This design comes from an exercise in tuning for small area on the open sky130 flow, not from production work.
In this exercise RTL edits were held to simulation tests only and were not proved equivalent to the original.
No activity file was given, so power comes from the tool's default toggle rates.

## design/flow/flow/run.sh

```bash
#!/bin/bash
# Standard layout, with buf_1 as the port buffer cell.
set -e
export BUFFER_PORTS_ARGS="-buffer_cell sky130_fd_sc_hd__buf_1"
bash standard.sh > standard.log 2>&1
```

## design/flow/standard.sh

```bash
#!/bin/bash
# synth_recipe.tcl (not shown) runs the flow's synth.tcl, then flattens the netlist and writes it again
# the make line also repeats each setting of config.mk as NAME=value (left out here)
make -C /OpenROAD-flow-scripts/flow DESIGN_CONFIG=/design/flow/config.mk WORK_HOME=/design/flow/orfs CLKGATE_MAP_FILE= SYNTH_SCRIPT=/design/flow/synth_recipe.tcl "${@:-finish}"
```

## design/flow/config.mk

```make
export PLATFORM = sky130hd
export DESIGN_NAME = mms_asc
export DESIGN_NICKNAME = mms_asc
export VERILOG_FILES = /design/flow/design.v
export SDC_FILE = /design/flow/constraint.sdc
export NUM_CORES = 4
export LEC_CHECK = 0
export ABC_AREA = 1
export CAP_MARGIN = 20
export CORE_MARGIN = 2
export CORE_UTILIZATION = 55
export CTS_CLUSTER_DIAMETER = 80
export CTS_CLUSTER_SIZE = 28
export HOLD_SLACK_MARGIN = 0
export PLACE_DENSITY = 0.65
export SLEW_MARGIN = 20
```

## design/flow/constraint.sdc

```tcl
create_clock -name core_clock -period 25.0 [get_ports {clk}]
set_input_delay 5.0000 -clock core_clock [delete_from_list [all_inputs] [get_ports {clk}]]
set_output_delay 5.0000 -clock core_clock [all_outputs]
set_load 0.01 [all_outputs]
```

## design/flow/design.v

```verilog
module mms_sine_rom (
    input  wire [6:0]  i,
    output reg  [14:0] mag
);
    wire [5:0] ni = ~i[5:0];
    wire [6:0] nj;
    assign nj[0] = ~ni[0];
    assign nj[1] = ni[1] ^ ni[0];
    assign nj[2] = ni[2] ^ (&ni[1:0]);
    assign nj[3] = ni[3] ^ (&ni[2:0]);
    assign nj[4] = ni[4] ^ (&ni[3:0]);
    assign nj[5] = ni[5] ^ (&ni[4:0]);
    assign nj[6] = &ni[5:0];
    wire [6:0] j = i[6] ? nj : {1'b0, i[5:0]};
    always @(*) begin
        case (j)
            7'd0: mag = 15'd0;
            7'd1: mag = 15'd804;
            7'd2: mag = 15'd1608;
            7'd3: mag = 15'd2410;
            7'd4: mag = 15'd3212;
            7'd5: mag = 15'd4011;
            7'd6: mag = 15'd4808;
            7'd7: mag = 15'd5602;
            7'd8: mag = 15'd6393;
            7'd9: mag = 15'd7179;
            7'd10: mag = 15'd7962;
            7'd11: mag = 15'd8739;
            7'd12: mag = 15'd9512;
            7'd13: mag = 15'd10278;
            7'd14: mag = 15'd11039;
            7'd15: mag = 15'd11793;
            7'd16: mag = 15'd12539;
            7'd17: mag = 15'd13279;
            7'd18: mag = 15'd14010;
            7'd19: mag = 15'd14732;
            7'd20: mag = 15'd15446;
            7'd21: mag = 15'd16151;
            7'd22: mag = 15'd16846;
            7'd23: mag = 15'd17530;
            7'd24: mag = 15'd18204;
            7'd25: mag = 15'd18868;
            7'd26: mag = 15'd19519;
            7'd27: mag = 15'd20159;
            7'd28: mag = 15'd20787;
            7'd29: mag = 15'd21403;
            7'd30: mag = 15'd22005;
            7'd31: mag = 15'd22594;
            7'd32: mag = 15'd23170;
            7'd33: mag = 15'd23731;
            7'd34: mag = 15'd24279;
            7'd35: mag = 15'd24811;
            7'd36: mag = 15'd25329;
            7'd37: mag = 15'd25832;
            7'd38: mag = 15'd26319;
            7'd39: mag = 15'd26790;
            7'd40: mag = 15'd27245;
            7'd41: mag = 15'd27683;
            7'd42: mag = 15'd28105;
            7'd43: mag = 15'd28510;
            7'd44: mag = 15'd28898;
            7'd45: mag = 15'd29268;
            7'd46: mag = 15'd29621;
            7'd47: mag = 15'd29956;
            7'd48: mag = 15'd30273;
            7'd49: mag = 15'd30571;
            7'd50: mag = 15'd30852;
            7'd51: mag = 15'd31113;
            7'd52: mag = 15'd31356;
            7'd53: mag = 15'd31580;
            7'd54: mag = 15'd31785;
            7'd55: mag = 15'd31971;
            7'd56: mag = 15'd32137;
            7'd57: mag = 15'd32285;
            7'd58: mag = 15'd32412;
            7'd59: mag = 15'd32521;
            7'd60: mag = 15'd32609;
            7'd61: mag = 15'd32678;
            7'd62: mag = 15'd32728;
            7'd63: mag = 15'd32757;
            7'd64: mag = 15'd32767;
            default: mag = 15'd0;
        endcase
    end
endmodule
module mms_div (
    input  wire [22:0] a,
    input  wire [22:0] b,
    input  wire        sub,
    input  wire        cin,
    output wire [22:0] sum
);
    wire [22:0] bx = b ^ {23{sub}};
    wire [23:0] c;
    assign c[0] = cin;
    genvar i;
    generate
        for (i = 0; i < 23; i = i + 1) begin : g_fa
            assign sum[i]   = a[i] ^ bx[i] ^ c[i];
            assign c[i + 1] = (a[i] & bx[i]) | (c[i] & (a[i] ^ bx[i]));
        end
    endgenerate
endmodule
module mms_asc (
    input  wire        clk,
    input  wire        rst,
    input  wire        tick,
    input  wire        cmd_valid,
    input  wire [31:0] cmd_word,
    output wire        ready,
    output wire [31:0] rd_data,
    output wire [15:0] pwm_duty
);
    localparam [2:0] E_IDLE = 3'd0, E_ATTACK = 3'd1, E_DECAY = 3'd2,
                     E_SUSTAIN = 3'd3, E_RELEASE = 3'd4;
    localparam [6:0]
        S_IDLE = 7'd0, S_INIT = 7'd1, S_WR = 7'd2, S_FQ0 = 7'd3,
        S_FQALL = 7'd4, S_FQD1 = 7'd5, W_FQS1 = 7'd6, S_FQS1 = 7'd7,
        S_FQD2 = 7'd8, W_FQS2 = 7'd9, S_FQS2 = 7'd10, S_GE0 = 7'd11,
        S_GE1 = 7'd12, S_GED = 7'd13, S_GE2 = 7'd14, S_GEM = 7'd15,
        S_GE3 = 7'd16, S_GEW = 7'd17, S_WL = 7'd18, W_WLS = 7'd19,
        S_WLS = 7'd20, S_ERR = 7'd21, W_EW = 7'd22, S_EW = 7'd23,
        W_RD = 7'd24, S_RD = 7'd25, W_NON = 7'd26, S_NON = 7'd27,
        S_NOFF = 7'd28, S_FRST = 7'd29, S_TE0 = 7'd30, S_TE1 = 7'd31,
        S_TE2 = 7'd32, S_TE3 = 7'd33, S_EV = 7'd34, S_K1 = 7'd35,
        S_K2 = 7'd36, S_KL = 7'd37, S_EM = 7'd38, S_ED = 7'd39,
        S_EQ1 = 7'd40, S_EQ2 = 7'd41, S_EL = 7'd42, S_EZ = 7'd43,
        S_T1W = 7'd44, S_SC = 7'd45, S_SD = 7'd46, W_LP0 = 7'd47,
        S_LP0 = 7'd48, S_LP1 = 7'd49, S_LPS = 7'd50, S_LP3 = 7'd51,
        S_LP5 = 7'd52, S_LPL = 7'd53, S_GM = 7'd54, S_SAT = 7'd55,
        W_CL1 = 7'd56, S_CL1 = 7'd57, S_CLP = 7'd58, S_CL2 = 7'd59,
        S_CL3 = 7'd60, S_CL4 = 7'd61, S_PM = 7'd62, S_PC = 7'd63,
        S_PK1 = 7'd64, S_PK2 = 7'd65, S_PW = 7'd66, W_NOFF = 7'd67;
    localparam [4:0]
        B_ZERO = 5'd0,  B_E    = 5'd1,  B_M16  = 5'd2,  B_RAW  = 5'd3,
        B_1000 = 5'd4,  B_L    = 5'd5,  B_H    = 5'd6,  B_S    = 5'd7,
        B_REL  = 5'd8,  B_125  = 5'd9,  B_GAIN = 5'd10, B_GE9  = 5'd11,
        B_SAT  = 5'd12, B_LPP  = 5'd13, B_THR  = 5'd14, B_PMAX = 5'd15,
        B_PCEN = 5'd16, B_20K  = 5'd17, B_NCMP = 5'd18, B_FREQ = 5'd19,
        B_M4   = 5'd20;
    localparam [1:0] A_H = 2'd0, A_ZERO = 2'd1, A_SHL = 2'd2;
    localparam [1:0] H_HOLD = 2'd0, H_SUM = 2'd1, H_SHR = 2'd2, H_DIVQ = 2'd3;
    localparam [1:0] L_HOLD = 2'd0, L_LDH = 2'd1, L_SHR = 2'd2, L_LDC = 2'd3;
    localparam [3:0] P_LP1 = 4'd14;    
    localparam [3:0] P_THR = 4'd13;    
    reg [31:0] phase_acc;
    reg [23:0] freq_hz;
    reg [2:0]  wave_sel;
    reg [15:0] noise_lfsr;
    reg [9:0]  env_amp;
    reg [31:0] env_elapsed;
    reg [9:0]  env_rel_start;
    reg [9:0]  sustain_lvl;
    reg [15:0] tb0;
    reg [15:0] tb1;           
    reg [15:0] tb2;           
    reg [9:0]  env_s_lvl;
    reg [7:0]  gain;
    reg [3:0]  lp_shift;
    reg [15:0] pwm_max;
    reg [15:0] pwm_duty_r;
    reg [8:0]  ge;            
    reg [31:0] phase_inc;
    reg [31:0] err_word;
    reg [15:0] attack_ms;
    reg [15:0] decay_ms;
    reg [15:0] release_ms;
    reg [15:0] sample_out;
    reg [15:0] pwm_center;
    reg [15:0] sc_ctrl;
    reg [15:0] lp_prev;
    reg [2:0]  env_state;
    reg        err;
    reg [2:0]  err_code;
    reg [6:0]  st;
    reg [5:0]  cnt;
    reg [4:0]  ph;
    reg [4:0]  sel;           
    reg        trans, all1, pc, ic, sticky, nm, gt, dsub;
    reg        t1p, t1r;      
    reg [21:0] H;
    reg [15:0] L;
    assign ready    = (st == S_IDLE);
    assign rd_data  = {H[15:0], L};
    assign pwm_duty = pwm_duty_r;
    function [15:0] ring16(input [15:0] r, input [3:0] p);
        ring16 = ({r, r} << p) >> 16;
    endfunction
    function ge24(input [23:0] x, input [23:0] k);
        integer i;
        reg g, e;
        begin
            g = 1'b0;
            e = 1'b1;
            for (i = 23; i >= 0; i = i - 1) begin
                g = g | (e & x[i] & ~k[i]);
                e = e & ~(x[i] ^ k[i]);
            end
            ge24 = g | e;
        end
    endfunction
    function [5:0] inc6(input [5:0] x);
        integer i;
        reg c;
        begin
            c = 1'b1;
            for (i = 0; i < 6; i = i + 1) begin
                inc6[i] = x[i] ^ c;
                c = c & x[i];
            end
        end
    endfunction
    wire [7:0]  op  = cmd_word[31:24];
    wire [23:0] arg = cmd_word[23:0];
    reg        op_known;
    reg        resv_bad;
    reg        range_bad;
    always @(*) begin
        op_known  = 1'b1;
        resv_bad  = 1'b0;
        range_bad = 1'b0;
        case (op)
            8'h00: resv_bad = (arg != 24'd0);
            8'h01: range_bad = (arg == 24'd0);
            8'h02: begin resv_bad = (arg[23:3] != 0); range_bad = arg[2] & (arg[1] | arg[0]); end
            8'h03, 8'h04, 8'h06, 8'h08, 8'h0A, 8'h0B: resv_bad = (arg[23:16] != 0);
            8'h05: begin resv_bad = (arg[23:10] != 0); range_bad = ge24({14'd0, arg[9:0]}, 24'd1001); end
            8'h07: resv_bad = (arg[23:8] != 0);
            8'h09: resv_bad = (arg[23:4] != 0);
            8'h10: resv_bad = (arg[23:1] != 0);
            8'h11, 8'h12: resv_bad = (arg != 24'd0);
            8'h20: begin resv_bad = (arg[23:5] != 0); range_bad = ge24({19'd0, arg[4:0]}, 24'd27); end
            default: op_known = 1'b0;
        endcase
    end
    wire [2:0] cmd_err_code = (op == 8'h80) ? 3'd2 :
                              !op_known     ? 3'd1 :
                              resv_bad      ? 3'd3 :
                              range_bad     ? 3'd4 : 3'd0;
    wire [7:0]  idx = phase_acc[31:24];
    wire [14:0] sine_mag;
    mms_sine_rom u_rom (.i(idx[6:0]), .mag(sine_mag));
    wire [6:0] tri_v = idx[7] ? ~idx[6:0] : idx[6:0];
    wire [1:0] tri_c = (tri_v == 7'd127) ? 2'd3 :
                       ge24({17'd0, tri_v}, 24'd85) ? 2'd2 :
                       ge24({17'd0, tri_v}, 24'd43) ? 2'd1 : 2'd0;
    reg [15:0] rv;        
    reg        rsub;      
    reg        rneg;      
    always @(*) begin
        case (wave_sel)
            3'd0:    rv = {1'b0, sine_mag};
            3'd1:    rv = idx[7] ? 16'h8000 : 16'h7FFF;
            3'd2:    rv = {idx, idx} ^ 16'h8000;
            3'd3:    rv = {tri_v, tri_v, tri_c} ^ 16'h8000;
            default: rv = noise_lfsr;
        endcase
        rsub = (wave_sel != 3'd0) & rv[15];
        rneg = (wave_sel == 3'd0) ? idx[7] : rv[15];
    end
    wire [15:0] ncomp = ge24(freq_hz, 24'd4001) ? 16'd64000 : {freq_hz[11:0], 4'd0};
    reg  [1:0]  a_sel;
    reg  [4:0]  b_sel;
    reg         bgate, sub, cin;
    reg  [1:0]  h_op, l_op;
    wire [15:0] lpp_v  = ring16(lp_prev, P_LP1);
    wire [15:0] thr_v  = ring16(sc_ctrl, P_THR);
    wire        sym_v  = sc_ctrl[4'd15 - P_THR];
    reg  [21:0] bv;
    always @(*) begin
        case (b_sel)
            B_E:    bv = {1'b0, env_elapsed[20:0]};
            B_M16:  bv = {2'd0, tb0, 4'd0};
            B_M4:   bv = {4'd0, tb0, 2'd0};
            B_RAW:  bv = {{6{rv[15]}}, rv};
            B_1000: bv = 22'd1000;
            B_L:    bv = {6'd0, L};
            B_S:    bv = {12'd0, env_s_lvl};
            B_REL:  bv = {12'd0, env_rel_start};
            B_125:  bv = 22'd125;
            B_GAIN: bv = {14'd0, gain};
            B_GE9:  bv = {4'd0, ge, 9'd0};
            B_SAT:  bv = H[21] ? 22'h3F8000 : 22'h007FFF;
            B_LPP:  bv = {{6{lpp_v[15]}}, lpp_v};
            B_THR:  bv = {7'd0, thr_v[14:0]};
            B_PMAX: bv = {6'd0, pwm_max};
            B_PCEN: bv = {6'd0, pwm_center};
            B_20K:  bv = 22'd20000;
            B_NCMP: bv = {6'd0, ncomp};
            default: bv = 22'd0;
        endcase
    end
    wire [21:0] bg  = (bgate & ~L[0]) ? 22'd0 : bv;
    wire [22:0] av  = (a_sel == A_ZERO) ? 23'd0 :
                      (a_sel == A_SHL)  ? {H, L[15]} : {shin ? inb : H[21], H};
    wire [22:0] sum;
    mms_div u_add (.a(av), .b({bg[21], bg}), .sub(sub), .cin(cin), .sum(sum));
    wire        pos = ~sum[22];
    function initbit(input [31:0] rv0, input [5:0] w, input [4:0] c);
        reg [31:0] pat;
        begin
            pat = rv0 << (6'd32 - w);
            initbit = pat[c];
        end
    endfunction
    reg en_pa, en_fq, en_ws, en_lf, en_amp, en_el, en_rs,
        en_su, en_t0, en_t1, en_t2, en_sl, en_gn, en_ls,
        en_pm, en_pd, en_ge;
    reg si_pa, si_fq, si_ws, si_lf, si_amp, si_el, si_rs,
        si_su, si_t0, si_t1, si_t2, si_sl, si_gn, si_ls,
        si_pm, si_pd, si_ge;
    reg wr_pi, wr_ew, wr_at, wr_dc, wr_re, wr_so, wr_pce, wr_sc, wr_lp;
    reg wi_pi, wi_ew, wi_at, wi_dc, wi_re, wi_so, wi_pce, wi_sc, wi_lp;
    reg lf_step;
    reg shin, inb;            
    wire c_lt16 = ~cnt[5] & ~cnt[4];
    wire c_lt8  = c_lt16 & ~cnt[3];
    wire c_lt4  = c_lt8 & ~cnt[2];
    wire c_lt3  = c_lt4 & ~(cnt[1] & cnt[0]);
    wire c_lt10 = c_lt16 & ~(cnt[3] & (cnt[2] | cnt[1]));
    wire c_lt11 = c_lt16 & ~(cnt[3] & (cnt[2] | (cnt[1] & cnt[0])));
    wire c_lt24 = ~cnt[5] & ~(cnt[4] & cnt[3]);
    wire c_lt30 = ~cnt[5] & ~(&cnt[4:1]);
    wire       rd_tk = (sel == 5'h0E) | (sel == 5'h0F) | (sel == 5'h11);
    wire [1:0] tk_w  = (sel == 5'h0E) ? 2'd0 : (sel == 5'h0F) ? 2'd1 : 2'd2;
    wire [1:0] tk_r  = (env_state == E_ATTACK) ? 2'd0 :
                       (env_state == E_DECAY || env_state == E_SUSTAIN) ? 2'd1 : 2'd2;
    reg  [1:0] tk_slot;
    always @(*) begin
        case ({tk_w, tk_r})
            4'b00_00, 4'b01_01, 4'b10_10: tk_slot = 2'd0;
            4'b01_00, 4'b10_01, 4'b00_10: tk_slot = 2'd1;
            default:                      tk_slot = 2'd2;
        endcase
    end
    wire tk_t12 = (tk_slot == 2'd0) ? tb0[12] : (tk_slot == 2'd1) ? tb1[12] : tb2[12];
    wire tk_t14 = (tk_slot == 2'd0) ? tb0[14] : (tk_slot == 2'd1) ? tb1[14] : tb2[14];
    wire c_lt20 = ~cnt[5] & ~(cnt[4] & (cnt[3] | cnt[2]));
    wire c_lt18 = ~cnt[5] & ~(cnt[4] & (cnt[3] | cnt[2] | cnt[1]));
    wire tk_x4  = tk_t12 & ~c_lt4 & c_lt20;
    wire tk_x2  = tk_t14 & (|cnt[5:1]) & c_lt18;
    reg  tk_c;
    reg        rd_bit;
    reg        rd_lt;         
    reg        rd_sx;
    wire [10:0] status_w = {err_code, 3'd0, err, 1'b0, env_state};
    always @(*) begin
        rd_lt  = 1'b1;
        rd_sx  = 1'b0;
        rd_bit = 1'b0;
        case (sel)
            5'h00: rd_bit = c_lt11 & status_w[cnt[3:0]];
            5'h01: rd_bit = phase_acc[0];
            5'h02: rd_bit = phase_inc[0];
            5'h03: begin rd_bit = freq_hz[0];     rd_lt = c_lt24; end
            5'h04: begin rd_bit = wave_sel[0];    rd_lt = c_lt3;  end
            5'h05: begin rd_bit = noise_lfsr[0];  rd_lt = c_lt16; end
            5'h06: rd_bit = c_lt3 & env_state[cnt[1:0]];
            5'h07: begin rd_bit = env_amp[0];     rd_lt = c_lt10; end
            5'h08: rd_bit = env_elapsed[0];
            5'h09: begin rd_bit = env_rel_start[0]; rd_lt = c_lt10; end
            5'h0A: begin rd_bit = attack_ms[0];   rd_lt = c_lt16; end
            5'h0B: begin rd_bit = decay_ms[0];    rd_lt = c_lt16; end
            5'h0C: begin rd_bit = sustain_lvl[0]; rd_lt = c_lt10; end
            5'h0D: begin rd_bit = release_ms[0];  rd_lt = c_lt16; end
            5'h0E, 5'h0F, 5'h11: rd_bit = tk_x4 ^ tk_x2 ^ tk_c;
            5'h10: begin rd_bit = env_s_lvl[0];   rd_lt = c_lt10; end
            5'h12: begin rd_bit = gain[0];        rd_lt = c_lt8;  end
            5'h13: begin rd_bit = sc_ctrl[0];     rd_lt = c_lt16; end
            5'h14: begin rd_bit = lp_shift[0];    rd_lt = c_lt4;  end
            5'h15: begin rd_bit = lp_prev[0];     rd_lt = c_lt16; rd_sx = 1'b1; end
            5'h16: begin rd_bit = pwm_max[0];     rd_lt = c_lt16; end
            5'h17: begin rd_bit = pwm_center[0];  rd_lt = c_lt16; end
            5'h18: begin rd_bit = pwm_duty_r[0];  rd_lt = c_lt16; end
            5'h19: begin rd_bit = sample_out[0];  rd_lt = c_lt16; rd_sx = 1'b1; end
            default: rd_bit = err_word[0];
        endcase
    end
    wire rd_on = (st == S_RD) && rd_lt;
    reg [6:0] st_n;
    reg       cnt_clr;
    wire      is_adr = (env_state == E_ATTACK) | (env_state == E_DECAY) |
                       (env_state == E_RELEASE);
    wire      h_ovf = ~((H[21:15] == 7'h00) | (H[21:15] == 7'h7F));
    always @(*) begin
        st_n    = st;
        cnt_clr = 1'b0;
        a_sel   = A_H;
        b_sel   = B_ZERO;
        bgate   = 1'b0;
        sub     = 1'b0;
        cin     = 1'b0;
        h_op    = H_HOLD;
        l_op    = L_HOLD;
        shin    = 1'b0;
        inb     = 1'b0;
        lf_step = 1'b0;
        {en_pa, en_fq, en_ws, en_lf, en_amp, en_el, en_rs,
         en_su, en_t0, en_t1, en_t2, en_sl, en_gn, en_ls,
         en_pm, en_pd, en_ge} = 17'd0;
        {wr_pi, wr_ew, wr_at, wr_dc, wr_re, wr_so, wr_pce, wr_sc, wr_lp} = 9'd0;
        si_pa = phase_acc[0];   si_fq = freq_hz[0];
        si_ws = wave_sel[0];    si_lf = noise_lfsr[0];  si_amp = env_amp[0];
        si_el = env_elapsed[0]; si_rs = env_rel_start[0];
        si_su = sustain_lvl[0];
        si_t0 = tb0[0];        si_t1 = tb1[0];
        si_t2 = tb2[0];        si_sl = env_s_lvl[0];   si_gn = gain[0];
        si_ls = lp_shift[0];
        si_pm = pwm_max[0];     si_pd = pwm_duty_r[0];
        si_ge = ge[0];
        {wi_pi, wi_ew, wi_at, wi_dc, wi_re, wi_so, wi_pce, wi_sc, wi_lp} = 9'd0;
        if (t1r) begin
            si_pa = phase_acc[0] ^ phase_inc[0] ^ pc; en_pa = 1'b1;
            en_lf = (ph == 5'd0); lf_step = 1'b1;
        end
        case (st)
            S_INIT: begin
                {en_pa, en_fq, en_ws, en_lf, en_amp, en_el, en_rs,
                 en_su, en_t0, en_t1, en_t2, en_sl, en_gn, en_ls,
                 en_pm, en_pd, en_ge} = {17{1'b1}};
                {wr_pi, wr_ew, wr_at, wr_dc, wr_re, wr_so, wr_pce, wr_sc, wr_lp} = 9'h1FF;
                si_pa  = 1'b0;  si_fq = 1'b0;  si_ws = 1'b0;
                si_lf  = initbit(32'hACE1, 6'd16, cnt[4:0]);
                si_amp = 1'b0;  si_el = 1'b0;  si_rs = 1'b0;
                si_su  = initbit(32'd700, 6'd10, cnt[4:0]);
                si_t0  = 1'b0;  si_t1 = 1'b0;  si_t2 = 1'b0;  si_sl = 1'b0;
                si_gn  = initbit(32'd128, 6'd8, cnt[4:0]);
                si_ls  = initbit(32'd1, 6'd4, cnt[4:0]);
                si_pm  = initbit(32'd1023, 6'd16, cnt[4:0]);
                si_pd  = initbit(32'd512, 6'd16, cnt[4:0]);
                si_ge  = initbit(32'd128, 6'd9, cnt[4:0]);
                lf_step = 1'b0;
                wi_at  = (ph[3:0] == 4'd1) | (ph[3:0] == 4'd3);                      
                wi_dc  = (ph[3:0] == 4'd1) | (ph[3:0] == 4'd4) | (ph[3:0] == 4'd5);  
                wi_re  = (ph[3:0] == 4'd3) | (ph[3:0] == 4'd6) | (ph[3:0] == 4'd7);  
                wi_pce = (ph[3:0] == 4'd9);                                          
                wi_sc  = (ph[3:0] == 4'd13) | (ph[3:0] == 4'd14);                    
                if (cnt == 6'd31) st_n = S_IDLE;
            end
            S_IDLE: begin
                cnt_clr = 1'b1;
                if (tick) begin
                    st_n = S_TE0;
                end else if (cmd_valid) begin
                    if (cmd_err_code != 3'd0)
                        st_n = S_ERR;
                    else case (op)
                        8'h01, 8'h02, 8'h05, 8'h07,
                        8'h09, 8'h0A: st_n = S_WR;
                        8'h03, 8'h04, 8'h06, 8'h08, 8'h0B: st_n = W_WLS;
                        8'h10: st_n = W_NON;
                        8'h11: st_n = (env_state == E_ATTACK || env_state == E_DECAY ||
                                       env_state == E_SUSTAIN) ? W_NOFF : S_IDLE;
                        8'h12: st_n = S_FRST;
                        8'h20: st_n = W_RD;
                        default: st_n = S_IDLE;
                    endcase
                end
            end
            W_NON:  if (ph[3:0] == 4'd15) st_n = S_NON;
            W_NOFF: if (ph[3:0] == 4'd15) st_n = S_NOFF;
            W_WLS:  if (ph[3:0] == 4'd15) st_n = S_WLS;
            W_EW:   if (ph == 5'd31) st_n = S_EW;
            W_RD:   if (ph == 5'd31) st_n = S_RD;
            W_FQS1: if (ph == 5'd15) st_n = S_FQS1;
            W_FQS2: if (ph == 5'd31) st_n = S_FQS2;
            W_LP0:  if (ph[3:0] == P_LP1 - 4'd2) st_n = S_LP0;
            W_CL1:  if (ph[3:0] == P_THR - 4'd1) st_n = S_CL1;
            S_WR: begin
                h_op = H_SHR; shin = 1'b1; inb = L[0];
                case (sel[3:0])
                    4'h1: begin en_fq = c_lt24; si_fq = L[0]; end
                    4'h2: begin en_ws = c_lt3;  si_ws = L[0]; end
                    4'h5: begin en_su = c_lt10; si_su = L[0]; end
                    4'h7: begin en_gn = c_lt8;  si_gn = L[0]; end
                    4'h9: begin en_ls = c_lt4;  si_ls = L[0]; end
                    default: begin en_pm = c_lt16; si_pm = L[0]; end
                endcase
                if (cnt == 6'd37) begin
                    st_n = (sel[3:0] == 4'h1) ? S_FQ0 :
                           (sel[3:0] == 4'h7) ? S_GE0 : S_IDLE;
                end
            end
            S_WLS: begin
                l_op = L_SHR;
                case (sel[3:0])
                    4'h3:    begin wr_at  = 1'b1; wi_at  = L[0]; end
                    4'h4:    begin wr_dc  = 1'b1; wi_dc  = L[0]; end
                    4'h6:    begin wr_re  = 1'b1; wi_re  = L[0]; end
                    4'h8:    begin wr_sc  = 1'b1; wi_sc  = L[0]; end
                    default: begin wr_pce = 1'b1; wi_pce = L[0]; end
                endcase
                if (cnt == 6'd15) st_n = S_IDLE;
            end
            S_ERR: begin
                st_n = sel[0] ? W_EW : S_EW;
            end
            S_EW: begin
                wr_ew = sel[0]; wi_ew = L[0];
                h_op = H_SHR; shin = 1'b1;               
                if (cnt == 6'd31) st_n = S_IDLE;
            end
            S_RD: begin
                h_op = H_SHR; shin = 1'b1;
                inb = ~cnt[5] & (rd_on ? rd_bit : (rd_sx & H[21]));
                en_pa = ~cnt[5]; en_fq = c_lt24; en_ws = c_lt30; en_lf = ~cnt[5];
                en_amp = c_lt30; en_el = ~cnt[5]; en_rs = c_lt30; en_su = c_lt30;
                en_t0 = ~cnt[5]; en_t1 = 1'b1; en_t2 = 1'b1; en_sl = c_lt30;
                en_gn = ~cnt[5]; en_ls = ~cnt[5]; en_pm = ~cnt[5]; en_pd = ~cnt[5];
                if (cnt == 6'd37) st_n = S_IDLE;
            end
            S_NON: begin
                en_t0 = 1'b1; si_t0 = attack_ms[0];
                en_t1 = 1'b1; si_t1 = decay_ms[0];
                en_t2 = 1'b1; si_t2 = release_ms[0];
                en_sl = c_lt30; si_sl = sustain_lvl[0]; en_su = en_sl;
                en_el = 1'b1; si_el = 1'b0;
                en_amp = c_lt30; si_amp = 1'b0;
                wr_lp = sel[0];
                if (cnt == 6'd31) st_n = S_IDLE;
            end
            S_NOFF: begin
                en_rs = c_lt30; si_rs = env_amp[0]; en_amp = en_rs;
                en_el = 1'b1; si_el = 1'b0;
                if (c_lt16 || env_state == E_ATTACK) begin
                    en_t0 = 1'b1; en_t1 = 1'b1; en_t2 = 1'b1;
                    si_t0 = tb1[0]; si_t1 = tb2[0]; si_t2 = tb0[0];
                end
                if (cnt == 6'd31) st_n = S_IDLE;
            end
            S_FRST: begin
                wr_lp = 1'b1;
                if (cnt == 6'd15) st_n = S_IDLE;
            end
            S_FQ0: begin
                a_sel = A_ZERO; h_op = H_SUM;           
                st_n = ge24(freq_hz, 24'd20000) ? S_FQALL : S_FQD1;
            end
            S_FQALL: begin
                wr_pi = 1'b1; wi_pi = 1'b1;
                if (cnt == 6'd31) st_n = S_GE0;
            end
            S_FQD1, S_FQD2: begin
                a_sel = A_SHL; b_sel = B_20K; sub = ~H[21]; cin = ~H[21]; h_op = H_DIVQ;
                if (cnt == ((st == S_FQD1) ? 6'd31 : 6'd15)) begin
                    st_n = (st == S_FQD1) ? W_FQS1 : W_FQS2;
                end
            end
            S_FQS1, S_FQS2: begin
                wr_pi = 1'b1; wi_pi = L[0]; l_op = L_SHR;
                if (cnt == 6'd15) st_n = (st == S_FQS1) ? S_FQD2 : S_GE0;
            end
            S_GE0: begin
                a_sel = A_ZERO; b_sel = B_NCMP; h_op = H_SUM;
                st_n = S_GE1;
            end
            S_GE1: begin
                l_op = L_LDH; a_sel = A_ZERO; h_op = H_SUM;
                st_n = S_GED;
            end
            S_GED: begin
                a_sel = A_SHL; b_sel = B_125; sub = ~H[21]; cin = ~H[21]; h_op = H_DIVQ;
                if (cnt == 6'd12) st_n = S_GE2;
            end
            S_GE2: begin
                a_sel = A_ZERO; h_op = H_SUM;
                st_n = S_GEM;
            end
            S_GEM: begin
                b_sel = B_GAIN; bgate = 1'b1; h_op = H_SHR;
                if (cnt == 6'd6) st_n = S_GE3;
            end
            S_GE3: begin
                b_sel = B_GAIN; h_op = H_SUM;
                st_n = S_GEW;
            end
            S_GEW: begin
                en_ge = 1'b1; si_ge = H[0]; h_op = H_SHR;
                if (cnt == 6'd8) st_n = S_IDLE;
            end
            S_TE0: begin
                a_sel = A_ZERO; b_sel = B_E; h_op = H_SUM;
                st_n = S_TE1;
            end
            S_TE1: begin
                b_sel = B_M16; sub = 1'b1; cin = 1'b1; h_op = H_SUM;
                st_n = S_TE2;
            end
            S_TE2: begin
                b_sel = B_M4; sub = 1'b1; cin = 1'b1;    
                st_n = S_TE3;
            end
            S_TE3: begin
                st_n = (trans || !is_adr) ? S_EV : S_K1;
            end
            S_EV: begin
                a_sel = A_ZERO; h_op = H_SUM;
                b_sel = (env_state == E_SUSTAIN) ? B_S :
                        (env_state == E_DECAY)   ? B_1000 : B_ZERO;
                st_n = S_EL;
            end
            S_K1: begin
                a_sel = A_ZERO; h_op = H_SUM;
                case (env_state)
                    E_ATTACK: b_sel = B_1000;
                    E_DECAY:  begin b_sel = B_S; sub = 1'b1; cin = 1'b1; end
                    default:  b_sel = B_REL;
                endcase
                st_n = (env_state == E_DECAY) ? S_K2 : S_KL;
            end
            S_K2: begin
                b_sel = B_1000; h_op = H_SUM;
                st_n = S_KL;
            end
            S_KL: begin
                l_op = L_LDH; a_sel = A_ZERO; h_op = H_SUM;
                st_n = S_EM;
            end
            S_EM: begin
                b_sel = B_E; bgate = 1'b1; cin = L[0]; h_op = H_SHR;
                if (cnt == 6'd9) st_n = S_ED;
            end
            S_ED: begin
                if (!cnt[0]) begin
                    a_sel = A_SHL; b_sel = B_M16; sub = ~H[21]; cin = ~H[21]; h_op = H_SUM;
                end else begin
                    b_sel = B_M4; sub = dsub; cin = dsub; h_op = H_DIVQ;
                end
                if (cnt == 6'd19) st_n = (env_state == E_ATTACK) ? S_EZ : S_EQ1;
            end
            S_EQ1: begin
                a_sel = A_ZERO; b_sel = B_L; sub = 1'b1; cin = 1'b1; h_op = H_SUM;
                st_n = S_EQ2;
            end
            S_EQ2: begin
                b_sel = (env_state == E_DECAY) ? B_1000 : B_REL; h_op = H_SUM;
                st_n = S_EL;
            end
            S_EL: begin
                l_op = L_LDH; a_sel = A_ZERO; h_op = H_SUM;
                st_n = S_T1W;
            end
            S_EZ: begin
                a_sel = A_ZERO; h_op = H_SUM;
                st_n = S_T1W;
            end
            S_T1W: begin
                if (!t1p && !t1r) st_n = S_SC;
            end
            S_SC: begin
                b_sel = B_RAW; bgate = 1'b1; sub = rsub; cin = rsub; h_op = H_SHR;
                en_amp = c_lt10; si_amp = L[0];
                en_el = trans | ~all1;
                si_el = trans ? 1'b0 : (env_elapsed[0] ^ ic);
                if (cnt == 6'd15) st_n = S_SD;
            end
            S_SD: begin
                a_sel = A_SHL; b_sel = B_1000; sub = ~H[21]; cin = ~H[21]; h_op = H_DIVQ;
                en_el = trans | ~all1;
                si_el = trans ? 1'b0 : (env_elapsed[0] ^ ic);
                if (cnt == 6'd15) begin st_n = W_LP0; end
            end
            S_LP0: begin
                a_sel = A_ZERO; b_sel = B_L; sub = rneg; cin = rneg; h_op = H_SUM;
                st_n = S_LP1;
            end
            S_LP1: begin
                b_sel = B_LPP; sub = 1'b1; cin = 1'b1; h_op = H_SUM;
                st_n = S_LPS;
            end
            S_LPS: begin
                if (!ge24({20'd0, cnt[3:0]}, {20'd0, lp_shift}) && !cnt[4]) h_op = H_SHR;
                if (cnt == 6'd29) st_n = S_LP3;
            end
            S_LP3: begin
                cin = sticky & ~H[21]; h_op = H_SUM;
                st_n = S_LP5;
            end
            S_LP5: begin
                b_sel = B_LPP; h_op = H_SUM;
                st_n = S_LPL;
            end
            S_LPL: begin
                l_op = L_LDH; a_sel = A_ZERO; h_op = H_SUM;
                st_n = S_GM;
            end
            S_GM: begin
                b_sel = B_GE9; bgate = 1'b1; sub = (cnt == 6'd15); cin = sub; h_op = H_SHR;
                wr_lp = 1'b1; wi_lp = L[0];
                if (trans && env_state == E_DECAY) begin    
                    en_t0 = 1'b1; en_t1 = 1'b1; en_t2 = 1'b1;
                    si_t0 = tb1[0]; si_t1 = tb2[0]; si_t2 = tb0[0];
                end
                if (cnt == 6'd15) st_n = S_SAT;
            end
            S_SAT: begin
                if (h_ovf) begin
                    a_sel = A_ZERO; b_sel = B_SAT; h_op = H_SUM;
                end
                st_n = W_CL1;
            end
            S_CL1: begin
                b_sel = B_THR; sub = ~(sym_v & H[21]);   
                st_n = S_CLP;
            end
            S_CLP: begin
                if (cnt == 6'd14) st_n = S_CL2;
            end
            S_CL2: begin
                if (gt) begin
                    b_sel = B_THR; sub = nm; h_op = H_SHR;
                end
                st_n = S_CL3;
            end
            S_CL3: begin
                if (gt & nm) begin
                    cin = 1'b1; h_op = H_SUM;
                end
                st_n = S_CL4;
            end
            S_CL4: begin
                l_op = L_LDH; a_sel = A_ZERO; h_op = H_SUM;
                st_n = S_PM;
            end
            S_PM: begin
                b_sel = B_PMAX; bgate = 1'b1; sub = (cnt == 6'd15); cin = sub; h_op = H_SHR;
                wr_so = 1'b1; wi_so = L[0];
                if (cnt == 6'd15) st_n = S_PC;
            end
            S_PC: begin
                b_sel = B_PCEN; h_op = H_SUM;
                st_n = S_PK1;
            end
            S_PK1: begin
                if (H[21]) begin
                    a_sel = A_ZERO; h_op = H_SUM;
                end else begin
                    b_sel = B_PMAX; sub = 1'b1;         
                end
                st_n = S_PK2;
            end
            S_PK2: begin
                if (gt) begin
                    a_sel = A_ZERO; b_sel = B_PMAX; h_op = H_SUM;
                end
                st_n = S_PW;
            end
            S_PW: begin
                en_pd = 1'b1; si_pd = H[0]; h_op = H_SHR;
                if (cnt == 6'd15) st_n = S_IDLE;
            end
            default: st_n = S_IDLE;
        endcase
        if (st_n != st) cnt_clr = 1'b1;
    end
    always @(posedge clk) begin
        if (rst) begin
            st        <= S_INIT;
            cnt       <= 6'd0;
            ph        <= 5'd0;
            env_state <= E_IDLE;
            err       <= 1'b0;
            err_code  <= 3'd0;
            t1p       <= 1'b0;
            t1r       <= 1'b0;
        end else begin
            st     <= st_n;
            cnt    <= cnt_clr ? 6'd0 : inc6(cnt);
            ph     <= inc6({1'b0, ph});
            if (st == S_IDLE && !tick && cmd_valid) begin
                sel <= (op == 8'h20 || op == 8'h10) ? arg[4:0] : {1'b0, op[3:0]};
                if (cmd_err_code != 3'd0) begin
                    sel <= {4'd0, ~err};
                    if (!err) begin
                        err      <= 1'b1;
                        err_code <= cmd_err_code;
                    end
                end
            end
            if (st == S_NON)  env_state <= E_ATTACK;
            if (st == S_NOFF && cnt == 6'd31) env_state <= E_RELEASE;
            if (st == S_TE3 && trans)
                env_state <= (env_state == E_ATTACK) ? E_DECAY :
                             (env_state == E_DECAY)  ? E_SUSTAIN : E_IDLE;
            if (st == S_TE2) t1p <= 1'b1;
            if (ph == 5'd31) begin
                if (t1p) begin t1p <= 1'b0; t1r <= 1'b1; end
                else           t1r <= 1'b0;
            end
        end
    end
    always @(posedge clk) begin
        if (st == S_TE2) begin
            trans <= is_adr & ((|env_elapsed[31:21]) | pos | (&sum));
            all1  <= &env_elapsed;
            ic    <= 1'b1;
        end
        if (st == S_SC || st == S_SD) ic <= ic & env_elapsed[0];
        if (ph == 5'd31) pc <= 1'b0;
        else if (t1r) pc <= (phase_acc[0] & phase_inc[0]) | (pc & (phase_acc[0] ^ phase_inc[0]));
        if (st == S_ED && !cnt[0]) dsub <= ~H[21];
        if (st == S_LP1) sticky <= 1'b0;
        tk_c <= (st == S_RD) & ((tk_x4 & tk_x2) | (tk_c & (tk_x4 ^ tk_x2)));
        if (st == S_LPS && h_op == H_SHR) sticky <= sticky | H[0];
        if (st == S_CL1) begin
            nm <= sym_v & H[21];
            gt <= pos ^ (sym_v & H[21]);
        end
        if (st == S_PK1) gt <= ~H[21] & pos;
    end
    wire cmd_acc = (st == S_IDLE) && !tick && cmd_valid;
    always @(posedge clk) begin
        if (cmd_acc) begin
            H <= {6'd0, cmd_word[31:16]};
            L <= cmd_word[15:0];
        end else begin
            case (h_op)
                H_SUM, H_DIVQ: H <= sum[21:0];
                H_SHR:         H <= sum[22:1];
                default: ;
            endcase
            if (h_op == H_SHR)       L <= {sum[0], L[15:1]};
            else if (h_op == H_DIVQ) L <= {L[14:0], pos};
            else if (l_op == L_LDH)  L <= H[15:0];
            else if (l_op == L_SHR)  L <= {1'b0, L[15:1]};
        end
    end
    always @(posedge clk) begin
        if (en_pa)  phase_acc     <= {si_pa,  phase_acc[31:1]};
        if (en_fq)  freq_hz       <= {si_fq,  freq_hz[23:1]};
        if (en_ws)  wave_sel      <= {si_ws,  wave_sel[2:1]};
        if (en_lf)  noise_lfsr    <= {si_lf,  noise_lfsr[15:1]} ^
                                     ((lf_step & noise_lfsr[0]) ? 16'h3400 : 16'h0000);
        if (en_amp) env_amp       <= {si_amp, env_amp[9:1]};
        if (en_el)  env_elapsed   <= {si_el,  env_elapsed[31:1]};
        if (en_rs)  env_rel_start <= {si_rs,  env_rel_start[9:1]};
        if (en_su)  sustain_lvl   <= {si_su,  sustain_lvl[9:1]};
        if (en_t0)  tb0          <= {si_t0,  tb0[15:1]};
        if (en_sl)  env_s_lvl     <= {si_sl,  env_s_lvl[9:1]};
        if (en_gn)  gain          <= {si_gn,  gain[7:1]};
        if (en_ls)  lp_shift      <= {si_ls,  lp_shift[3:1]};
        if (en_pm)  pwm_max       <= {si_pm,  pwm_max[15:1]};
        if (en_pd)  pwm_duty_r    <= {si_pd,  pwm_duty_r[15:1]};
        if (en_ge)  ge            <= {si_ge,  ge[8:1]};
    end
    always @(posedge clk) begin
        phase_inc  <= {wr_pi  ? wi_pi  : phase_inc[0],  phase_inc[31:1]};
        err_word   <= {wr_ew  ? wi_ew  : err_word[0],   err_word[31:1]};
        attack_ms  <= {wr_at  ? wi_at  : attack_ms[0],  attack_ms[15:1]};
        decay_ms   <= {wr_dc  ? wi_dc  : decay_ms[0],   decay_ms[15:1]};
        release_ms <= {wr_re  ? wi_re  : release_ms[0], release_ms[15:1]};
        sample_out <= {wr_so  ? wi_so  : sample_out[0], sample_out[15:1]};
        pwm_center <= {wr_pce ? wi_pce : pwm_center[0], pwm_center[15:1]};
        sc_ctrl    <= {wr_sc  ? wi_sc  : sc_ctrl[0],    sc_ctrl[15:1]};
        lp_prev    <= {wr_lp  ? wi_lp  : lp_prev[0],    lp_prev[15:1]};
        tb1        <= {en_t1  ? si_t1  : tb1[0],        tb1[15:1]};
        tb2        <= {en_t2  ? si_t2  : tb2[0],        tb2[15:1]};
    end
endmodule
```

==> results of run 1 <==
logic make-up (layout without fill, tap and decap cells):
logic type,Yosys count,count (layout),synth area share
XOR/XNOR,17,17,0.00601
AND/OR/NAND/NOR,1545,1545,0.274
AO/OA/AOI/OAI,441,441,0.106
buffers and inverters,400,453,0.0673
adder cells (fa/ha/maj),57,57,0.0360
other,0,2,0
flip-flops,503,503,0.511
area by class of cell:
| cell class | count | share of cell area |
|---|---|---|
| Tap cell | 592 | 0.0279 |
| Clock inverter | 13 | 0.00953 |
| Timing Repair Buffer | 101 | 0.0170 |
| Sequential cell | 503 | 0.478 |
| Inverter | 300 | 0.0427 |
| Multi-Input combinational cell | 2060 | 0.395 |
| Clock buffer | 39 | 0.0297 |
| Antenna cell | 2 | 0.000189 |
sequential cells by signal (all words and copies together) (netlist names), 22 cells and up:
name,count
H,22
phase_inc,32
err_word,32
phase_acc,32
freq_hz,24
env_elapsed,32
metal layers:
layer  vias up  GRT usage
met1     10500      0.496
met5         -          0
met3       321     0.0866
li1      10000          -
met2      1624      0.564
met4         0      0.179
worst max path at each step:
stage,from,to
floorplan,phase_acc[24],trans
global placement,phase_acc[24],trans
detailed placement,phase_acc[24],trans
CTS,phase_acc[24],trans
global route,phase_acc[24],trans
finish,phase_acc[24],trans
per-stage QoR:
step                cells  power [µW]  utilization
finish               3610        3890        0.599
global route         3608        4070        0.599
CTS                  3607        3820        0.598
detailed placement   3555        3270        0.575
global placement     3555        3250        0.574
floorplan            2963        2620            -
synth_stat cells (9+ instances only):
| master | n | area share |
|---|---|---|
| sky130_fd_sc_hd__nand2_2 | 20 | 0.0050 |
| sky130_fd_sc_hd__nor4_1 | 19 | 0.0048 |
| sky130_fd_sc_hd__a22oi_1 | 15 | 0.0045 |
| sky130_fd_sc_hd__nand3_1 | 240 | 0.048 |
| sky130_fd_sc_hd__ha_1 | 33 | 0.017 |
| sky130_fd_sc_hd__o2111ai_1 | 11 | 0.0039 |
| sky130_fd_sc_hd__nand2_1 | 720 | 0.11 |
| sky130_fd_sc_hd__xor2_1 | 11 | 0.0039 |
| sky130_fd_sc_hd__o21ai_1 | 13 | 0.0026 |
| sky130_fd_sc_hd__fa_1 | 24 | 0.019 |
| sky130_fd_sc_hd__dfxtp_1 | 243 | 0.20 |
| sky130_fd_sc_hd__o211ai_1 | 27 | 0.0082 |
| sky130_fd_sc_hd__nand4_1 | 61 | 0.015 |
| sky130_fd_sc_hd__o21ai_0 | 177 | 0.036 |
| sky130_fd_sc_hd__buf_2 | 20 | 0.0040 |
| sky130_fd_sc_hd__nor2_2 | 22 | 0.0056 |
| sky130_fd_sc_hd__a22o_1 | 13 | 0.0046 |
| sky130_fd_sc_hd__buf_4 | 22 | 0.0067 |
| sky130_fd_sc_hd__inv_2 | 37 | 0.0056 |
| sky130_fd_sc_hd__nor3_1 | 57 | 0.012 |
| sky130_fd_sc_hd__nor2_1 | 358 | 0.054 |
| sky130_fd_sc_hd__clkbuf_1 | 45 | 0.0068 |
| sky130_fd_sc_hd__o221ai_1 | 9 | 0.0032 |
| sky130_fd_sc_hd__a21oi_1 | 110 | 0.022 |
| sky130_fd_sc_hd__edfxtp_1 | 260 | 0.31 |
| sky130_fd_sc_hd__o22ai_1 | 9 | 0.0023 |
| sky130_fd_sc_hd__nor2_4 | 14 | 0.0064 |
| sky130_fd_sc_hd__inv_1 | 258 | 0.039 |
cells in the final DEF (no fill, tap or decap), types with 20 or more instances in the layout:
cell type / Yosys / final
sky130_fd_sc_hd__a21oi_1: 110 / 110
sky130_fd_sc_hd__buf_1: 6 / 84
sky130_fd_sc_hd__clkbuf_16: 0 / 30
sky130_fd_sc_hd__dfxtp_1: 243 / 243
sky130_fd_sc_hd__edfxtp_1: 260 / 260
sky130_fd_sc_hd__fa_1: 24 / 24
sky130_fd_sc_hd__ha_1: 33 / 33
sky130_fd_sc_hd__inv_1: 258 / 258
sky130_fd_sc_hd__inv_2: 37 / 37
sky130_fd_sc_hd__nand2_1: 720 / 720
sky130_fd_sc_hd__nand2_2: 20 / 20
sky130_fd_sc_hd__nand3_1: 240 / 240
sky130_fd_sc_hd__nand4_1: 61 / 61
sky130_fd_sc_hd__nor2_1: 358 / 358
sky130_fd_sc_hd__nor2_2: 22 / 22
sky130_fd_sc_hd__nor3_1: 57 / 57
sky130_fd_sc_hd__o211ai_1: 27 / 27
sky130_fd_sc_hd__o21ai_0: 177 / 175
power by group through the flow:
stage | Clock (µW) | Sequential [µW] | Combinational, µW
after global routing | 577 | 1670 | 1820
after global placement | 0 | 1630 | 1620
after floorplan | 0 | 1520 | 1110
final | 547 | 1650 | 1690
after detailed placement | 0 | 1650 | 1620
after CTS | 550 | 1640 | 1630
==> run summary, run 1 <==
OpenSTA, run right after detailed placement, puts the worst setup slack at roughly 12000 ps. The critical path endpoint category is a register. The internal power came out at 2080 µW. The multi-input combinational cells in the finished layout cover a total of 0.0105 mm². The path class of the tightest hold or removal check is reg -> reg. The violation count after the first detailed-route iteration came out at 3152. The share of the clock period used by the worst path is 0.523. TritonCTS built the clock tree.

Counting buffers and inverters, the worst setup path is 49 cells deep. The layout-stage area growth over the synthesis result came out at 7.02%. The number of maximum-capacitance constraint violations is 0. In this run the tool buffered the top-level ports with between 80 and 90 buffer cells.

The post-CTS repair timing setup buffer count came out at 0. The maximum net fanout on the critical path is 22. On the critical path, the stage with the largest delay is an instance of sky130_fd_sc_hd__nor2_1. The per-cell via count in the routed design came out at 6.23.

The maximum number of pins on one net before global-route repair is 48. The CTS clock-pin slew for the worst setup and hold paths is 100 ps. The final worst setup slack came out at 11930 ps.

The sequential element share of the synthesized area came out at 0.511. In the final routing, the length of wire on met1 measures between 30 and 40 mm. The data required time at the worst endpoint is 25490 ps. The synthesized netlist cell count is 2963. The global-route wire length before repair is 130 mm. CTS saw 503 sinks. The switching power is 1810 µW.

The number of hold buffers added after CTS came out at 0. The initialized floorplan defines 77 standard-cell rows. The max-slew violation count is 0. The placeable core region came out at about 0.044 mm². The delay of the slowest cell on the worst path is roughly 650 ps. Setup repair after global routing left no endpoint under its margin.

The number of antenna violations at the first check in global routing came out at 3. The source-to-sink clock delay at the later pin of the worst-skew pair came out at 610 ps. The final estimated routing congestion in global placement came out at between 1 and 1.5. The critical path in this run is classified as reg -> reg. STA classifies the critical path startpoint as a register.

The actual transition at the worst max-transition pin is 1130 ps. For this run, the total global-route usage over all layers was measured as 0.369. The worst register-to-register path begins at phase_acc[24]. The number of endpoints failing setup at the final stage is 0. In this design, the largest share of critical-path delay is due to adder cells.

The run finished with no timing, DRC or antenna violations. The final count of hold timing violations is 0. The die is 216 µm wide.

The HPWL after detailed placement is around 68 mm. The register cell area after layout is 0.0127 mm². The endpoint of the lowest-slack register-to-register path is trans. The total congestion overflow is 0.

In this run the deepest clock path goes through 3 buffers. The final sum of negative setup slack came out at 0 ps. Detailed routing placed a total of 38.4 mm of wire on met2.

The analysis attributes to cell leakage a power of 0.0112 µW. The count of boundary I/O pins came out at 85. The buffering stage count on the worst path with inverters included came out at 7.

The power per cell area is 147 mW/mm². The fraction of power consumed by combinational cells came out at 0.435. After detailed routing, no signal wire sits above met4. The die covers between 0.04 and 0.05 mm².

The maximum clock frequency is 76.5 MHz. The worst voltage drop across the vdd grid came out at 75.6 µV. The distinct cell type count after synthesis is between 60 and 70. The final instance area came out at around 0.027 mm². For the worst flop-to-flop path, the logic depth is 49. The count of antenna-violating nets left after detailed routing came out at 0. For this configuration, the core starts out at a cell density of 0.559.

After synthesis, the share of flip-flops with an asynchronous set or reset is 0. The detailed-route wire length is 88.2 mm. The placement-stage cell area is 0.0255 mm². The hold path endpoint is phase_inc[27].

The start point of the worst hold path is phase_inc[28]. Across all layers, the routed design uses 22500 vias. The post-detailed-route DRC marker count came out at 0. The arrival time at the worst endpoint came out at 13560 ps. The max-slew headroom at the worst pin is 0.237. The net count after synthesis came out at 3056.

The fraction of power spent switching nets is 0.466. The synthesized area divided by synthesized cell count came out at 8.37 µm². Across all hold checks on the routed design, the worst slack comes to roughly 320 ps.

The number of enable flip-flop cells after synthesis is between 200 and 300. Counting instances, the worst hold path has a depth of 0. The worst-case clock skew came out at 29.3 ps. The number of global-route vias before repair is between 20000 and 25000. The routed length on met3 came out at 10.6 mm. The synthesis warning total is 2. The per-cell routed wire length came out at 24.4 µm. The number of nets in the final layout came out at slightly above 3000. Of the total power, the clock network draws 0.141. Of the total power, registers draw 0.424. The pre-antenna-repair detailed-routing pass consisted of 7 iterations. The register bit total from synthesis came out at 503.

The number of CTS-inserted buffers came out at 28. The clock period minus final worst setup slack is 13070 ps. Of the cells placed in the final design, the portion with a size suffix greater than 1 is 0.0630. The summed instance area of the synthesized netlist is 0.0248 mm².

Post-CTS repair changed the size of 0 cells. The top flip-flop cell by instance count after synthesis is sky130_fd_sc_hd__edfxtp_1. The height of the die is 216 µm.

In this run the number of H-tree levels came out at 1. The cell occurring most often along the worst timing path is sky130_fd_sc_hd__fa_1. The cell sitting at the root of the clock tree is a sky130_fd_sc_hd__clkbuf_16.

The count of filler cells inserted in the layout is 3934. The setup check on the worst reg-to-reg path leaves a slack of 11930 ps.
==> run 2: changes to the inputs <==
--- a/design/flow/config.mk
+++ b/design/flow/config.mk
@@ -8,9 +8,9 @@
 export ABC_AREA = 1
 export CAP_MARGIN = 20
 export CORE_MARGIN = 2
-export CORE_UTILIZATION = 55
+export CORE_UTILIZATION = 62
 export CTS_CLUSTER_DIAMETER = 80
 export CTS_CLUSTER_SIZE = 28
 export HOLD_SLACK_MARGIN = 0
-export PLACE_DENSITY = 0.65
+export PLACE_DENSITY = 0.7
 export SLEW_MARGIN = 20
==> run summary, run 2 <==
STA classifies the critical path endpoint as a register. For this run, the number of Yosys warnings is 2. The sequential element share of the synthesized area is 0.511. The count of filler cells inserted in the layout is 3224. Detailed placement finished with a half-perimeter wire length of 68.2 mm. Setup repair after global routing left no endpoint under its margin. The actual transition at the worst max-transition pin is 1280 ps. The number of CTS-inserted buffers is 27. For this block, the initial DRC count from the detailed router was 3946. The total number of H-tree levels is 1.

The die covers 0.0416 mm². The most common cell in the synthesized netlist is sky130_fd_sc_hd__nand2_1. The portion of synthesized cell area occupied by the leading cell type is 0.315. The number of antenna violations at the first check in global routing came to 4. The routed design could run at a clock period as short as 13320 ps. Entering global routing, the biggest net connects 48 pins. The area of the multi-input gates is between 0.01 and 0.015 mm².

The final sum of negative setup slack is 0 ps. The completed layout was analyzed and its total power is roughly 3900 µW. The final instance count without filler cells came out at roughly 3500. The cell that appears most often on the critical path is sky130_fd_sc_hd__fa_1. The worst-case clock skew came out at between 30 and 40 ps.

The longest clock path from root to sink contains 3 buffers. The worst-case hold slack came out at about 330 ps. The max-slew violation count was 0. The row count is 73.

The worst hold path belongs to the class reg -> reg. The width of the die came out at 204 µm. The worst setup path is of the reg -> reg kind. The final count of hold timing violations is 0. The TritonCTS sink count came out at 503. Of the cells placed in the final design, the portion with a size suffix greater than 1 is 0.0614. The count of port buffers added during placement came out at 84. In the post-synthesis netlist, the biggest area contributors are sky130_fd_sc_hd__edfxtp_1, sky130_fd_sc_hd__dfxtp_1, sky130_fd_sc_hd__nand2_1. The final estimated routing congestion in global placement is 1.07. The delay of the slowest cell on the worst path came out at 580 ps. The layout-stage area growth over the synthesis result came out at 6.03%. The run finished with no timing, DRC or antenna violations. The per-cell routed wire length is approximately 25 µm.

The via count is 23200. Across the run, the number of max-cap violations was 0. The count of boundary I/O pins is 85. The summed instance area of the synthesized netlist is 0.0248 mm². The top flip-flop cell by instance count after synthesis is sky130_fd_sc_hd__edfxtp_1.

The library cell contributing the largest single delay on the critical path is sky130_fd_sc_hd__edfxtp_1. The register cell area after layout came out at 0.0127 mm². The number of iterations in the first detailed-routing pass came out at 12.

The count of antenna-violating nets left after detailed routing came out at 0. Buffers added to address setup during post-CTS repair amount to 0. Leaving out fill and tap cells, the most frequent cell in the layout is sky130_fd_sc_hd__nand2_1.

The number of hold buffers added after CTS came out at 0. The maximum net fanout on the critical path came out at 27. Dividing the final minimum period by the clock period gives 0.533.

The quantity of gates resized following cts is 0. STA classifies the critical path startpoint as a register. The placed instance count is ~3500. In this run the power density over the cells is 147 mW/mm².

TritonCTS built the clock tree. The synthesized design spends more area on one cell type than any other, namely sky130_fd_sc_hd__edfxtp_1. The CTS clock-pin slew for the worst setup and hold paths came out at 100 ps. The per-cell via count in the routed design is 6.56. The max-slew headroom at the worst pin came out at 0.139.

The net count after synthesis came out at 3056. The async set-or-reset flop fraction in the synthesized netlist is 0. The all-layer global routing usage is 0.426. The arrival time at the worst endpoint came out at 13790 ps. Counting flops with a built-in enable in the synthesized netlist gives 260. The commonest cells after synthesis are sky130_fd_sc_hd__nand2_1, sky130_fd_sc_hd__nor2_1, sky130_fd_sc_hd__edfxtp_1. The source-to-sink clock delay at the later pin of the worst-skew pair is ~630 ps. The detailed-route wire length came out at 89.4 mm. The synthesized netlist cell count came out at between 2000 and 3000. The clock tree root driver cell is sky130_fd_sc_hd__clkbuf_16. The data required time at the worst endpoint is 25480 ps. The synthesized area divided by synthesized cell count came out at 8.37 µm². The post-detailed-route DRC marker count came out at 0.

The number of nets in the final layout is around 3000. The initial utilization of the core area, before any placement, comes to 0.625. The placeable core region is 0.0396 mm².

The library cells used most frequently in the layout, excluding fill and tap cells, are sky130_fd_sc_hd__nand2_1, sky130_fd_sc_hd__nor2_1, sky130_fd_sc_hd__edfxtp_1, sky130_fd_sc_hd__inv_1, sky130_fd_sc_hd__dfxtp_1. The height of the die came out at 204 µm. The global-route wire length before repair came out at 133 mm.

The register bit total from synthesis is 503. The number of endpoints failing setup at the final stage is 0. The static leakage power is 0.0111 µW. After synthesis, the netlist uses 64 different library cells.

The worst-case IR drop observed on VDD is 85.1 µV. The maximum clock frequency is 75.1 MHz. Global routing finished with a remaining overflow of 0. The number of global-route vias before repair came out at 22000.
-- run 2: changes by cell type in the layout (fill, tap and decap cells not counted), moves of 2 or more --
cell | before | now
sky130_fd_sc_hd__clkinv_16 | 5 | 2
sky130_fd_sc_hd__inv_16 | 1 | 3
sky130_fd_sc_hd__clkbuf_16 | 30 | 27
sky130_fd_sc_hd__inv_6 | 1 | 4
-- run 2: worst paths after layout --
check                startpoint      to  slack (ps)  depth (start not counted)
setup / recovery  phase_acc[24]   trans       11680                         54
hold / removal           tb2[4]  tb2[3]         330                          0
setup reg to reg  phase_acc[24]   trans       11680                         54
hold reg to reg          tb2[4]  tb2[3]         330                          0
-- run 2: critical path, delay by kind of cell (launching register included) --
kind | cells | cell delay (ps)
adders and majority gates | 24 | 8420
DFF | 1 | 580
and+or+nand+nor | 17 | 2080
AOI/OAI and AO/OA | 3 | 420
buffers and inverters | 10 | 1660
-- run 2: per-stage QoR --
step                instance area [µm²]  setup WS (ps)  utilization
global route                      26300          11110        0.663
CTS                               26300          11970        0.663
global placement                  25400          12480        0.640
detailed placement                25400          12050        0.640
floorplan                         24800          13300            -
finish                            26300          11680        0.663
-- run 2: report_power, final --
| part | internal [µW] | switching [µW] | total, µW |
|---|---|---|---|
| sequential | 1380 | 283 | 1660 |
| combinational | 455 | 1240 | 1690 |
| clock | 218 | 303 | 521 |
| total | 2050 | 1820 | 3870 |
-- run 2: cell type report --
class                   count  area share
diodes                      1   0.0000952
inverters                 300      0.0431
clock inverters            15     0.00814
repair buffers             99      0.0163
multi-input cells        2060       0.398
well taps                 525      0.0250
clock buffers              35      0.0268
flip-flops and latches    503       0.482
-- run 2: logic make-up (layout without fill, tap and decap cells) --
| logic type | after synthesis | in the layout | share of synthesized area |
|---|---|---|---|
| xor gates and xnor gates | 17 | 17 | 0.00601 |
| AOI/OAI and AO/OA | 441 | 441 | 0.106 |
| other | 0 | 1 | 0 |
| and+or+nand+nor | 1545 | 1545 | 0.274 |
| adders and majority gates | 57 | 57 | 0.0360 |
| buffers and inverters | 400 | 449 | 0.0673 |
| DFF | 503 | 503 | 0.511 |
-- run 2: layer usage --
| layer | wire length (µm) | part of all wire | vias up | track usage |
|---|---|---|---|---|
| met3 | 12300 | 0.14 | 453 | 0.115 |
| met2 | 38700 | 0.43 | 1951 | 0.646 |
| met1 | 31700 | 0.35 | 10800 | 0.553 |
| met4 | 6690 | 0.075 | 6 | 0.243 |
| li1 | - | - | 10000 | - |
| met5 | 39 | 0.00044 | - | 0 |
==> run 3: changes to the inputs <==
--- a/design/flow/design.v
+++ b/design/flow/design.v
@@ -143,7 +143,7 @@
     localparam [1:0] L_HOLD = 2'd0, L_LDH = 2'd1, L_SHR = 2'd2, L_LDC = 2'd3;
     localparam [3:0] P_LP1 = 4'd14;    
     localparam [3:0] P_THR = 4'd13;    
-    reg [31:0] phase_acc;
+    reg [7:0]  idx_r;         
     reg [23:0] freq_hz;
     reg [2:0]  wave_sel;
     reg [15:0] noise_lfsr;
@@ -160,6 +160,7 @@
     reg [15:0] pwm_max;
     reg [15:0] pwm_duty_r;
     reg [8:0]  ge;            
+    reg [31:0] phase_acc;     
     reg [31:0] phase_inc;
     reg [31:0] err_word;
     reg [15:0] attack_ms;
@@ -237,7 +238,7 @@
                               !op_known     ? 3'd1 :
                               resv_bad      ? 3'd3 :
                               range_bad     ? 3'd4 : 3'd0;
-    wire [7:0]  idx = phase_acc[31:24];
+    wire [7:0]  idx = idx_r;
     wire [14:0] sine_mag;
     mms_sine_rom u_rom (.i(idx[6:0]), .mag(sine_mag));
     wire [6:0] tri_v = idx[7] ? ~idx[6:0] : idx[6:0];
@@ -826,7 +827,7 @@
         end
     end
     always @(posedge clk) begin
-        if (en_pa)  phase_acc     <= {si_pa,  phase_acc[31:1]};
+        if (t1r && ph[4:3] == 2'b11) idx_r <= {si_pa, idx_r[7:1]};
         if (en_fq)  freq_hz       <= {si_fq,  freq_hz[23:1]};
         if (en_ws)  wave_sel      <= {si_ws,  wave_sel[2:1]};
         if (en_lf)  noise_lfsr    <= {si_lf,  noise_lfsr[15:1]} ^
@@ -844,6 +845,7 @@
         if (en_ge)  ge            <= {si_ge,  ge[8:1]};
     end
     always @(posedge clk) begin
+        phase_acc  <= {en_pa  ? si_pa  : phase_acc[0],  phase_acc[31:1]};
         phase_inc  <= {wr_pi  ? wi_pi  : phase_inc[0],  phase_inc[31:1]};
         err_word   <= {wr_ew  ? wi_ew  : err_word[0],   err_word[31:1]};
         attack_ms  <= {wr_at  ? wi_at  : attack_ms[0],  attack_ms[15:1]};
--- a/design/flow/config.mk
+++ b/design/flow/config.mk
@@ -8,9 +8,9 @@
 export ABC_AREA = 1
 export CAP_MARGIN = 20
 export CORE_MARGIN = 2
-export CORE_UTILIZATION = 62
+export CORE_UTILIZATION = 55
 export CTS_CLUSTER_DIAMETER = 80
 export CTS_CLUSTER_SIZE = 28
 export HOLD_SLACK_MARGIN = 0
-export PLACE_DENSITY = 0.7
+export PLACE_DENSITY = 0.65
 export SLEW_MARGIN = 20
==> run summary, run 3 <==
The total power consumption of the routed design came out at 3440 µW. The final sum of negative setup slack came out at 0 ps. The first global-routing pass estimated approximately 130 mm of wire.

Counting flops with a built-in enable in the synthesized netlist gives ~240. The arrival time at the worst endpoint is 13680 ps. For the worst setup path, the data required time is between 20000 and 30000 ps. The number of maximum-capacitance constraint violations is 0. The total congestion overflow came out at 0.

The final estimated routing congestion in global placement came out at 1.03. The number of global-route vias before repair was ~22000. Dividing the final minimum period by the clock period gives 0.527. The actual transition at the worst max-transition pin came out at about 1200 ps. Dividing the detail-routed wire length by the instance count gives 24.1 µm. The clock passes through at most 3 buffers. The number of endpoints failing setup at the final stage came out at 0. The max-slew violation count came out at 0. The post-synthesis cell type with the largest combined area is sky130_fd_sc_hd__edfxtp_1.

The detailed-route wire length came out at 88.5 mm. The tree is rooted in a sky130_fd_sc_hd__clkbuf_16. The power per cell area is 130 mW/mm². The max-slew headroom at the worst pin came out at 0.174. Yosys attributes the largest share of cell area to sky130_fd_sc_hd__edfxtp_1, sky130_fd_sc_hd__dfxtp_1, sky130_fd_sc_hd__nand2_1. The maximum clock frequency came out at 75.9 MHz. The via count came out at 22800. The mapped netlist covers 0.0246 mm². The violation count after the first detailed-route iteration came out at 3403. The register bit total from synthesis came out at 511. The top flip-flop cell by instance count after synthesis is sky130_fd_sc_hd__dfxtp_1. Setup repair after global routing left no endpoint under its margin.

The count of boundary I/O pins is 85. The sequential element share of the synthesized area came out at 0.512. Counting instances in the post-synthesis netlist gives the leading cell types as sky130_fd_sc_hd__nand2_1, sky130_fd_sc_hd__nor2_1, sky130_fd_sc_hd__dfxtp_1.

CTS saw 511 sinks. The number of hold buffers added after CTS is 0. Once detail routing completed, the nets flagged for antenna violations numbered 0. The starting utilization of the core area came out at 0.557.

The portion of synthesized cell area occupied by the leading cell type came out at 0.288. The cell occurring most often along the worst timing path is sky130_fd_sc_hd__fa_1. Among all stages on the critical path, the largest delay is contributed by sky130_fd_sc_hd__a21boi_1. The number of nets handed over by synthesis was 3105.

In this run the number of H-tree levels came out at 1. The number of CTS-inserted buffers came out at 30. The static leakage power came out at between 0.01 and 0.015 µW. The area growth from synthesis to layout is 7.76%.

The most common cell in the synthesized netlist is sky130_fd_sc_hd__nand2_1. The largest single stage delay on the critical path is 680 ps. The synthesized netlist cell count is 3012. The die is 215 µm wide. Post-CTS timing repair inserted 0 buffers for setup. The critical path is of the reg -> reg type. For this run, design rule violations remaining after detail routing come to 0. The layout has 4025 filler cells. The all-layer global routing usage came out at 0.374. VDD sags by at most roughly 110 µV. In this run the core area contains 77 standard-cell rows. The proportion of layout cells with a drive suffix above 1 came out at 0.0468. The worst-case clock skew is 48.5 ps. The maximum number of pins on one net before global-route repair is 44. The area of the die came out at approximately 0.046 mm². The synthesized area divided by synthesized cell count came out at between 8 and 9 µm². The TritonCTS clock tree is yes. The number of nets in the final layout is 3147. The distinct cell type count after synthesis came out at between 50 and 60.

Counting both buffers and inverters, the worst setup path holds a total of 8. The synthesis warning total came out at 2. The total half-perimeter wirelength after legalization and detailed placement came out at just under 70 mm. The height of the die came out at 215 µm. Clock-pin slew was measured on the worst setup and hold paths at ~100 ps. The number of antenna violations at the first check in global routing came out at 5. The count of port buffers added during placement is 84. For the worst-skew pair, the clock arrives at the later sink with an insertion delay of 650 ps. STA classifies the critical path startpoint as a register. The first TritonRoute pass finished after 7 iterations.

The kind of path behind the tightest hold check is reg -> reg. The most common library cell in the layout ignoring fill and taps is sky130_fd_sc_hd__nand2_1. The worst setup path is captured at a register. In this run the worst path has a maximum fanout of 25.

The number of diodes added for antenna fixing came out at 0. The library cells used most frequently in the layout, excluding fill and tap cells, are sky130_fd_sc_hd__nand2_1, sky130_fd_sc_hd__nor2_1, sky130_fd_sc_hd__dfxtp_1, sky130_fd_sc_hd__inv_1, sky130_fd_sc_hd__edfxtp_1. The per-cell via count in the routed design came out at 6.22. The placeable core region is approximately 0.044 mm².

The quantity of gates resized following cts is 0. On the critical path the largest part of the delay comes from adder cells. The final count of hold timing violations is 0. The clock period minus final worst setup slack came out at roughly 13000 ps. Counting flops with an async set or reset pin after synthesis yields a share of 0. The run finished with no timing, DRC or antenna violations.
-- run 3: cell types whose count changed in the layout (fill, tap and decap cells not counted), moves of 16 or more --
cell and delta:
sky130_fd_sc_hd__dfxtp_1 +32, sky130_fd_sc_hd__inv_2 -21, sky130_fd_sc_hd__edfxtp_1 -24, sky130_fd_sc_hd__nand3_1 -16, sky130_fd_sc_hd__nand2_1 +104, sky130_fd_sc_hd__nor2_1 +22
-- run 3: logic make-up after synthesis --
family | after synthesis | synth area share
buf+inv | 370 | 0.0614
xor+xnor | 18 | 0.00642
fa+ha+maj | 57 | 0.0364
mux | 1 | 0.000458
flops | 511 | 0.512
simple gates | 1631 | 0.282
compound gates | 424 | 0.101
-- run 3: worst paths after layout --
| kind | end | slack, ps | cells past startpoint | startpoint |
|---|---|---|---|---|
| min | sample_out[0] | 330 | 0 | sample_out[1] |
| max | trans | 11830 | 50 | idx_r[0] |
| max reg2reg | trans | 11830 | 50 | idx_r[0] |
| min reg2reg | sample_out[0] | 330 | 0 | sample_out[1] |
-- run 3: report_power, final --
| part | internal (µW) | switching [µW] |
|---|---|---|
| clock | 262 | 319 |
| combinational | 330 | 885 |
| sequential | 1370 | 265 |
-- run 3: layer usage --
| metal | wire [µm] | track usage |
|---|---|---|
| met5 | 39 | 0 |
| met4 | 5860 | 0.191 |
| met3 | 10200 | 0.0754 |
| met2 | 38700 | 0.579 |
| met1 | 33700 | 0.500 |
-- run 3: per-stage QoR --
stage	instances	hold WS [ps]	setup WS [ps]	instance area, µm²	utilization
3_5_place_dp	3614	312	11950	25300	0.574
6_report	3670	327	11830	26500	0.600
3_3_place_gp	3614	310	12360	25300	0.574
5_1_grt	3670	332	11040	26500	0.600
2_1_floorplan	3012	310	13540	24600	-
4_1_cts	3670	330	11940	26500	0.600
-- run 3: cell type report --
type                    instances  area (µm²)  area share
multi-input cells            2131       10500       0.396
flip-flops and latches        511       12600       0.476
clock buffers                  44         856      0.0323
clock inverters                12         293      0.0111
inverters                     277        1040      0.0394
well taps                     592         741      0.0280
repair buffers                103         458      0.0173

Re-timed with assumed drivers on the ports (clkbuf_16 on the clock, buf_2 on other inputs), run 3 has 11.827 ns of setup slack against 11.827 ns with ideal ports, and 11.827 ns once port delays also move by the mid clock arrival of 0.681 ns.
